Context: an optimization exercise on an open-source flow, tuned for small area. The choices shown serve that exercise and are no tape-out recipe.
The RTL was checked by simulation tests, not by an equivalence proof against the original design.
Power is estimated from default activity; no workload was simulated.

Design xmodem_tx, start of the top module:
module xmodem_tx (
    input  wire        clk,
    input  wire        rst,
    input  wire        rx_valid,
    input  wire [7:0]  rx_data,
    output wire        tx_valid,
    output wire [7:0]  tx_data,
    input  wire        tx_pop,
    input  wire        tick,
    input  wire        cmd_valid,
    input  wire [7:0]  cmd_op,
    input  wire [15:0] cmd_arg,
    output reg         rsp_valid,
    output reg  [1:0]  rsp_status,
    output reg  [63:0] rsp_data,
    output wire [9:0]  buf_raddr,
    input  wire [7:0]  buf_rdata,
    output wire        irq
);
Size in the first run: ~130 I/O pins.
export LEC_CHECK = 0
export CAP_MARGIN = 20
export CORE_MARGIN = 5
export CORE_UTILIZATION = 40
export SLEW_MARGIN = 20
create_clock -name core_clock -period 8.0 [get_ports {clk}]
standard.sh (not shown) runs the stock make flow with config.mk's settings and CLKGATE_MAP_FILE= SYNTH_SCRIPT=/design/flow/synth_recipe.tcl, a recipe that flattens the netlist after the stock synthesis.
==> flow/flow/run.sh <==
#!/bin/bash
# The standard ORFS layout with three changes:
#  - after the standard synthesis (unchanged), its combinational logic
#    is mapped again by ABC for area (flow/resyn.ys, six passes with
#    flow/area.abc and flow/area2.abc, the smallest kept); the registers are left
#    untouched, and the result is proven equal to the standard netlist
#    (flow/equiv.ys) before it replaces it;
#  - the smallest buffer on the ports;
#  - small clock-tree buffers and no CTS dummy loads.
# Each tool writes its full output to a log file here (and ORFS's own logs
# under orfs/logs).
set -euo pipefail
here=$PWD
lib=$FLOW_HOME/platforms/$FLOW_PLATFORM/lib/sky130_fd_sc_hd__tt_025C_1v80.lib
res=$here/orfs/results/$FLOW_PLATFORM/xmodem_tx/base
export BUFFER_PORTS_ARGS="-buffer_cell sky130_fd_sc_hd__buf_1"
export CTS_ARGS="-sink_clustering_enable -repair_clock_nets -sink_clustering_size 10 -sink_clustering_max_diameter 40 -buf_list sky130_fd_sc_hd__clkbuf_4 -dont_use_dummy_load"

bash standard.sh synth > make_synth.log 2>&1
cp "$res/1_2_yosys.v" ref_netlist.v

# six passes, alternating two ABC scripts; the smallest netlist is kept
in=ref_netlist.v
best=
best_area=
pass=0
for abc in area.abc area2.abc area.abc area2.abc area.abc area2.abc; do
  pass=$((pass + 1))
  sed -e "s|@IN@|$here/$in|; s|@OUT@|$here/resyn_$pass.v|g; s|@LIB@|$lib|g; s|@ABC@|$here/flow/$abc|; s|@TAG@|$pass|" \
    flow/resyn.ys > resyn_$pass.ys
  yosys -s resyn_$pass.ys > yosys_resyn_$pass.log 2>&1
  in=resyn_$pass.v
  area=$(awk '/Chip area/ {print $NF}' resyn_$pass.v.stat)
  if [[ -z "$best" ]] || awk -v a="$area" -v b="$best_area" 'BEGIN { exit !(a < b) }'; then
    best=resyn_$pass.v
    best_area=$area
  fi
done
echo "kept $best ($best_area um2)" > resyn_kept.txt
in=$best
sed -e "s|@REF@|$here/ref_netlist.v|; s|@NEW@|$here/$in|; s|@LIB@|$lib|" flow/equiv.ys > equiv_run.ys
if yosys -s equiv_run.ys > yosys_equiv.log 2>&1; then
  cp "$in" "$res/1_2_yosys.v"
  rm -f "$res/1_synth.odb" "$res/1_synth.sdc"
else
  echo "re-mapped netlist not proven equal; keeping the standard one" > resyn_skipped.txt
fi

bash standard.sh finish > make_finish.log 2>&1
Other scripts of this flow, unchanged in this note and not shown: flow/flow/area.abc, flow/flow/area2.abc, flow/flow/equiv.ys, flow/flow/resyn.ys
Change:
--- a/flow/design.v
+++ b/flow/design.v
@@ -52,42 +52,39 @@
     input  wire          consume,      
     input  wire          clr_ovf,      
     output wire          nonempty,
     output reg  [CW-1:0] head,
     output reg           overflow
 );
     reg [CW*CAP-1:0] slots;
     reg [AW-1:0]     rd_off;
     reg [AW-1:0]     wr_off;
-    reg              full;
-    wire [AW-1:0] wr_next = (wr_off == CAP - 1) ? {AW{1'b0}} : wr_off + 1'b1;
-    wire [AW-1:0] rd_next = (rd_off == CAP - 1) ? {AW{1'b0}} : rd_off + 1'b1;
+    wire [AW-1:0] wr_next = wr_off + 1'b1;
+    wire [AW-1:0] rd_next = rd_off + 1'b1;
+    wire          full    = (wr_next == rd_off);
     wire          put     = push && !full;
-    assign nonempty = (rd_off != wr_off) || full;
+    assign nonempty = (rd_off != wr_off);
     integer i;
     always @(*) head = slots[CW*rd_off +: CW];
     always @(posedge clk) begin
         for (i = 0; i < CAP; i = i + 1)
             if (put && wr_off == i) slots[CW*i +: CW] <= push_c;
     end
     always @(posedge clk) begin
         if (rst) begin
             rd_off   <= 0;
             wr_off   <= 0;
-            full     <= 1'b0;
             overflow <= 1'b0;
         end else begin
             if (clr_ovf) overflow <= 1'b0;
             if (push && full) overflow <= 1'b1;
             if (put) wr_off <= wr_next;
             if (consume) rd_off <= rd_next;
-            if (consume) full <= 1'b0;
-            else if (put && wr_next == rd_off) full <= 1'b1;
         end
     end
 endmodule
 module xmodem_tx (
     input  wire        clk,
     input  wire        rst,
     input  wire        rx_valid,
     input  wire [7:0]  rx_data,
     output wire        tx_valid,
@@ -121,20 +118,21 @@
     reg [7:0]  seq;
     reg [10:0] data_len;
     reg [10:0] sent;
     reg        tidx;
     reg [3:0]  retry;
     reg [31:0] total;
     reg [7:0]  timer;
     reg [15:0] acc;           
     reg        tick_pend;
-    reg [3:0]  rsp_reg;       
-    reg [3:0]  rsp_ev;        
+    reg        rsp_isreg;     
+    reg        rsp_isev;      
+    reg [1:0]  rsp_idx;
     reg        cap_txe;       
     reg        cap_ovf;
     wire short_f = (data_len != 11'd0) &&
                    (mode ? !data_len[10] : (data_len[10:7] == 4'd0));
     wire       ring_nonempty;
     wire [2:0] ring_head;
     wire       rx_overflow;
     wire [2:0]   txq_count;
     wire         txq_empty;
@@ -215,20 +213,18 @@
         end else if (op_cancel) begin
             if (active) n_rsp_status = tx_lt3 ? ST_BUSY : ST_OK;
         end else if (op_clr) begin
             n_rsp_status = ST_OK;
         end
     end
     wire [3:0] n_rsp_reg = {4{cmd_valid & op_read}} &
                            {cmd_arg[7:0] == 8'h09, cmd_arg[7:0] == 8'h08,
                             cmd_arg[7:0] == 8'h07, cmd_arg[7:0] == 8'h06};
-    wire [3:0] n_rsp_ev  = {4{c_pop}} & {evq_rd == 2'd3, evq_rd == 2'd2,
-                                         evq_rd == 2'd1, evq_rd == 2'd0};
     wire t_go  = ~cmd_valid & tick_pend & ~(timer_one & (tx_lt3 | ev_full));
     wire t_dec = t_go & timer_nz;           
     wire t_exp = t_go & timer_one;
     wire b_go = ~cmd_valid & ~t_go & ring_nonempty;
     wire b_ready = b_go & st_mode & (h_c | h_nak) & ~ev_full;
     wire b_can   = b_go & active & h_can & ~ev_full;
     wire b_ack   = b_go & st_ack & h_ack & ~ev_full & ~(short_f & tx_full);
     wire b_done  = b_go & st_eot & h_ack & ~ev_full;
     wire b_exh   = b_go & st_ackish & h_nak & retry_max & ~tx_lt3 & ~ev_full;
@@ -320,24 +316,27 @@
             else if (t_dec)    timer <= timer - 8'd1;
             tick_pend <= (tick_pend & ~t_go) | tick;
             rsp_valid <= cmd_valid;
         end
     end
     always @(posedge clk) begin
         if (e_go & st_cseq) acc <= 16'h0000;
         else if (e_data)    acc <= mode ? crc_nx : {8'h00, sum_nx};
         rsp_status <= n_rsp_status;
-        rsp_reg    <= n_rsp_reg;
-        rsp_ev     <= n_rsp_ev;
+        rsp_isreg  <= |n_rsp_reg;
+        rsp_isev   <= c_pop;
+        rsp_idx    <= c_pop ? evq_rd : cmd_arg[1:0] ^ 2'b10;    
         cap_txe    <= txq_empty;
         cap_ovf    <= rx_overflow;
     end
     assign buf_raddr = sent[9:0];
+    wire [3:0]  rsp_reg = {4{rsp_isreg}} & (4'b0001 << rsp_idx);
+    wire [3:0]  rsp_ev  = {4{rsp_isev}} & (4'b0001 << rsp_idx);
     reg  [32:0] evo;
     integer     ei;
     always @(*) begin
         evo = 33'd0;
         for (ei = 0; ei < 4; ei = ei + 1)
             if (rsp_ev[ei]) evo = evo | evq_ents[33*ei +: 33];
     end
     wire        ev_any  = |rsp_ev;
     wire        ev_done = evo[32];
@@ -347,19 +346,19 @@
                                                timer_nz, cap_ovf, short_f, mode, state};
         if (rsp_reg[1]) rsp_data = rsp_data | {32'd0, 5'd0, data_len, 5'd0, sent};
         if (rsp_reg[2]) rsp_data = rsp_data | {32'd0, total};
         if (rsp_reg[3]) rsp_data = rsp_data | {56'd0, timer};
         if (ev_done)    rsp_data = rsp_data | {evo[31:0], 24'd0, 8'h32};
         else if (ev_any)
                         rsp_data = rsp_data | {31'd0, evo[0], 5'd0, evo[22:12], evo[11:4],
                                                5'b00110, evo[3:1]};
     end
-    xt_rxring #(.CAP(15), .AW(4), .CW(3)) u_ring (
+    xt_rxring #(.CAP(16), .AW(4), .CW(3)) u_ring (
         .clk      (clk),
         .rst      (rst),
         .push     (rx_valid),
         .push_c   (rx_cls),
         .consume  (consume),
         .clr_ovf  (c_clr),
         .nonempty (ring_nonempty),
         .head     (ring_head),
         .overflow (rx_overflow)
Combinational power climbs by 87%.
Final area drops by 1.1%.
Clock skew climbs by 0.070 ns.
Critical path depth does not change.
Total power climbs by 3.1%.
Flip-flop and latch count drops by 2.
Die area drops by 1.0%.
Utilization drops by 0.27 points.
Via count drops by 2.7%.

## what the ideal ports hide
The flow's constraints put no driver on any port. The routed layouts listed below were extracted and timed again, unchanged, in two steps. Step 1: set_driving_cell puts a clkbuf_16 on clk and a buf_2 on each other input, an assumption about the parent block. Step 2, shift: input delay + t, output delay - t, t = (earliest + latest rising clock arrival at the registers) / 2. This alone moves slack from input paths to output paths. Slacks: no drivers / after step 1 / after step 2; pairs: no drivers / after step 1.
run	shift t [ns]	setup slack, ns	hold slack, ns	latest minus earliest clock arrival (ns)
the first run	0.731	1.276 / 1.276 / 1.276	0.371 / 0.371 / 0.371	0.083 / 0.082
the second run	0.746	1.389 / 1.389 / 1.249	0.340 / 0.340 / 0.340	0.153 / 0.153
After both steps every run listed still meets setup and hold. For the second run, which loses most, drivers alone change the setup slack by 0.000 ns; drivers and shift together by -0.140 ns.
